From an optimization exercise on the open Yosys and OpenROAD flow, aimed at small area, a short achievable clock period and few clock cycles per item; shortcuts taken in it are not production practice.
At most, simulation tests tie the RTL to the original design; equivalence was not proved.
Power figures rest on the tool's default switching activity, not on a simulated workload.

## wip/violet
Design crc_frame_engine, start of the top module:
module crc_frame_engine (
    input  wire        clk,
    input  wire        rst,         
    input  wire        req_valid,
    output wire        req_ready,
    input  wire        req_write,
    input  wire [6:0]  req_addr,    
    input  wire [1:0]  req_size,    
    input  wire [31:0] req_wdata,
    output reg         rsp_valid,
    output reg         rsp_err,     
    output reg  [31:0] rsp_rdata
);
For scale: roughly 1,100 cells after synthesis, about 360 flip-flops, about 80 I/O pins.
==> flow/config.mk <==
export PLATFORM = sky130hd
export DESIGN_NAME = crc_frame_engine
export DESIGN_NICKNAME = crc_frame_engine
export VERILOG_FILES = /design/flow/design.v
export SDC_FILE = /design/flow/constraint.sdc
export NUM_CORES = 4
export LEC_CHECK = 0
export ABC_CLOCK_PERIOD_IN_PS = 1800
export CAP_MARGIN = 20
export CORE_MARGIN = 2
export CORE_UTILIZATION = 40
export CTS_CLUSTER_DIAMETER = 100
export CTS_CLUSTER_SIZE = 25
export SETUP_SLACK_MARGIN = 3.7
export SLEW_MARGIN = 20
==> flow/constraint.sdc <==
create_clock -name core_clock -period 6.0 [get_ports {clk}]
set_input_delay 1.2000 -clock core_clock [delete_from_list [all_inputs] [get_ports {clk}]]
set_output_delay 1.2000 -clock core_clock [all_outputs]
set_load 0.01 [all_outputs]
standard.sh (not shown) runs the stock make flow with config.mk's settings and CLKGATE_MAP_FILE= SYNTH_SCRIPT=/design/flow/synth_recipe.tcl, a recipe that flattens the netlist after the stock synthesis.
==> flow/flow/run.sh <==
#!/bin/bash
# The standard layout (standard.sh, unchanged synthesis and steps), with the
# port buffers that global placement inserts made of buf_2 cells instead of
# the default delay-buffer cells. Every port is still buffered.
set -euo pipefail
export BUFFER_PORTS_ARGS="-buffer_cell sky130_fd_sc_hd__buf_2"
bash standard.sh > standard_flow.log 2>&1
Testbench counts of wip/violet, summed over its fixed seeds: cycles 11,055, transactions 10,424.
For wip/maple, these inputs were changed with respect to wip/violet:
Settings: ABC_CLOCK_PERIOD_IN_PS no longer set, was 1800; SETUP_SLACK_MARGIN now 3.8, was 3.7; ABC_AREA now 1, previously not set.
- Proportion of synthesized flip-flops having asynchronous set or reset came out exactly the same in wip/maple and wip/violet.
- Shortest clock period the worst path allows after layout improves in wip/maple relative to wip/violet.
- The setup slack of wip/maple is larger than that of wip/violet.
For wip/nickel, these inputs were changed with respect to wip/maple:
Settings: clearing ABC_AREA, which used to be 1; putting ABC_CLOCK_PERIOD_IN_PS at 1800 where nothing was set.
==> comparison <==
Against wip/maple, wip/nickel comes in 129 lower on number of non-clock inverters in the layout. Status: total internal power parity (wip/nickel, wip/maple). Sort wip/maple and wip/nickel by global-route usage, descending, and wip/maple comes first. wip/nickel: fraction of power consumed by the clock network lower than wip/maple. Looking at multi-input combinational cell count across wip/maple and wip/nickel, the one that comes out higher is wip/maple. Relative to wip/maple, wire length decreased by 6.4% in wip/nickel. What wip/maple reported for final cell count has to be multiplied by 0.802 to get the figure for wip/nickel. Post-synthesis share of cell area spent on full adders, half adders and majority gates essentially unchanged between wip/maple and wip/nickel. Relative to wip/maple, the setup slack on the worst flop-to-flop path of wip/nickel is lower by 0.07 ns.
Input-level comparison between wip/zinc and wip/nickel:
Settings: SETUP_SLACK_MARGIN now 3.6, was 3.8; ABC_CLOCK_PERIOD_IN_PS now 2500, was 1800.
==> flow/run.sh (new file) <==
#!/bin/bash
# synth_recipe.tcl (not shown) runs the flow's synth.tcl, then flattens the netlist and writes it again
# the make line also repeats each setting of config.mk as NAME=value (left out here)
make -C /OpenROAD-flow-scripts/flow DESIGN_CONFIG=/design/flow/config.mk WORK_HOME=/design/flow/orfs CLKGATE_MAP_FILE= SYNTH_SCRIPT=/design/flow/synth_recipe.tcl finish
removed: flow/flow/run.sh
removed: flow/standard.sh
- In summary, wip/zinc completed successfully, with a layout that passed the timing, design-rule and antenna checks.
- In wip/zinc, post-cts sizing count is lower than in wip/nickel.
- Per the comparison of wip/zinc with wip/nickel, count of placed standard cells in the final layout, fillers left out decreased about 1%; routability-driven placement congestion ratio higher; combinational share of power saw an increase.

========
crc_frame_engine, a different RTL version from the one above (not shown whole).
Size: about 80 I/O pins, ~0.014 sq mm of cells after synthesis.
clock: 6.0 ns
lec_check: 0
abc_clock_period_in_ps: 2500
cap_margin: 20
core_margin: 2
core_utilization: 40
cts_cluster_diameter: 100
cts_cluster_size: 25
setup_slack_margin: 3.6
slew_margin: 20
run.sh (not shown) runs the stock make flow with config.mk's settings and CLKGATE_MAP_FILE= SYNTH_SCRIPT=/design/flow/synth_recipe.tcl, a recipe that flattens the netlist after the stock synthesis.
Stock flow here: none of the scripts above is used.
==> next run, changes <==
SETUP_SLACK_MARGIN = 3.8   (was 3.6)
- sequential share of layout area went down by 1.9 points
- wire length went up by 1.2%
- global-route usage went up by 0.32 points
- final cell count went up by 2.4%
- clock-buffer cell count went up by 1
- sequential cell count stays the same
- first-iteration DRC count went down by 20%
- critical path depth does not change
- sequential power stays flat
- power is about the same
- final area went up by 3.9%
No functional check of the RTL was part of any run of this note.

========
blue:
crc_frame_engine, a different RTL version from the one above (not shown whole).
Size in the first run: ~1,100 cells after synthesis, roughly 360 flip-flops, ~80 I/O pins, ~14,000 um2 of cells after synthesis.
## crc_frame_engine
module crc_frame_engine (
    input  wire        clk,
    input  wire        rst,         
    input  wire        req_valid,
    output wire        req_ready,
    input  wire        req_write,
    input  wire [6:0]  req_addr,    
    input  wire [1:0]  req_size,    
    input  wire [31:0] req_wdata,
    output reg         rsp_valid,
    output reg         rsp_err,     
    output reg  [31:0] rsp_rdata
);
    function [15:0] crc_step;
        input [15:0] c_in;
        input [7:0]  b;
        reg   [15:0] c;
        integer      i;
        begin
            c = c_in ^ {b, 8'h00};
            for (i = 0; i < 8; i = i + 1)
                c = c[15] ? ({c[14:0], 1'b0} ^ 16'h1021) : {c[14:0], 1'b0};
            crc_step = c;
        end
    endfunction
    localparam [2:0] PRES_NONE     = 3'd0,
                     PRES_OK       = 3'd1,
                     PRES_SHORT    = 3'd2,
                     PRES_BADSTART = 3'd3,
                     PRES_CRCERR   = 3'd4;
    localparam integer S_STATUS = 0,
                       S_CRC    = 1,
                       S_COUNT  = 2,
                       S_BUF0   = 3,    
                       S_DIST   = 7,
                       S_MAG    = 8,
                       S_AMB    = 9,
                       S_PREC   = 10,
                       S_FCRC   = 11,
                       S_CF0    = 12,
                       S_CF2    = 13,
                       NSEL     = 14;
    function [NSEL-1:0] walk_sel;
        input       rom;
        input [1:0] word;
        begin
            walk_sel = {NSEL{1'b0}};
            if (rom) begin
  ...
Settings: LEC_CHECK=0, ABC_CLOCK_PERIOD_IN_PS=1800, CAP_MARGIN=20, CORE_MARGIN=2, CORE_UTILIZATION=40, CTS_CLUSTER_DIAMETER=100, CTS_CLUSTER_SIZE=25, SETUP_SLACK_MARGIN=3.8, SLEW_MARGIN=20; clock period 6.0 ns.
blue has completed all stages; timing, DRC and antenna checks passed.
Testbench counts of blue, summed over its fixed seeds: cycles 11,055, transactions 10,424.
diff inputs: blue => green
==> flow/flow/run.sh (new file) <==
#!/bin/bash
# The standard layout (standard.sh, unchanged synthesis and steps), with the
# port buffers that global placement inserts made of buf_2 cells instead of
# the default delay-buffer cells. Every port is still buffered.
set -euo pipefail
export BUFFER_PORTS_ARGS="-buffer_cell sky130_fd_sc_hd__buf_2"
bash standard.sh > standard_flow.log 2>&1
==> flow/standard.sh (new file) <==
#!/bin/bash
# synth_recipe.tcl (not shown) runs the flow's synth.tcl, then flattens the netlist and writes it again
# the make line also repeats each setting of config.mk as NAME=value (left out here)
make -C /OpenROAD-flow-scripts/flow DESIGN_CONFIG=/design/flow/config.mk WORK_HOME=/design/flow/orfs CLKGATE_MAP_FILE= SYNTH_SCRIPT=/design/flow/synth_recipe.tcl "${@:-finish}"
removed: flow/run.sh
Notes after the runs:
green reports a higher routed wire length than blue does.
Lower clock network power share goes to green over blue.
In the flow results for green and blue, the area growth from synthesis to final layout is smaller on green.
green reports a lower cell area after layout than blue does.
Summary of green over blue: die area ~0 delta; worst hold slack -0.0092 ns; wire length per cell +0.98%; met3 wire length +280 um.

## port drivers added, routing unchanged
The flow's constraints put no driver on any port. The routed layouts listed below were extracted and timed again, unchanged, in two steps. Step 1 assumes that a clkbuf_16 drives the clock port and a buf_2 every other input. Step 2 also shifts input and output timing later by t, the mid clock arrival at the registers, as if the neighbouring blocks saw the same clock. Slacks: ideal ports / drivers / drivers and shift; pairs: ideal ports / drivers.
run | t, ns | slack for setup (ns) | worst setup path after step 2 | pins driven straight from the clock port
wip/violet | 0.574 | 3.719 / 3.668 / 3.311 | input to register | 1
wip/maple | 0.583 | 3.771 / 3.717 / 3.442 | input to register | 1
wip/nickel | 0.575 | 3.756 / 3.707 / 3.364 | input to register | 1
wip/zinc | 0.573 | 3.637 / 3.583 / 3.139 | input to register | 1
the first run of note 2 | 0.577 | 3.530 / 3.549 / 2.972 | input to register | 1
the second run of note 2 | 0.552 | 3.534 / 3.549 / 2.997 | input to register | 1
blue | 0.584 | 3.661 / 3.685 / 3.101 | input to register | 1
green | 0.577 | 3.579 / 3.616 / 3.040 | input to register | 1
After both steps every run listed still meets setup and hold. The setup slack of blue, which loses most, moves by +0.024 ns with the drivers and by -0.560 ns with both steps.
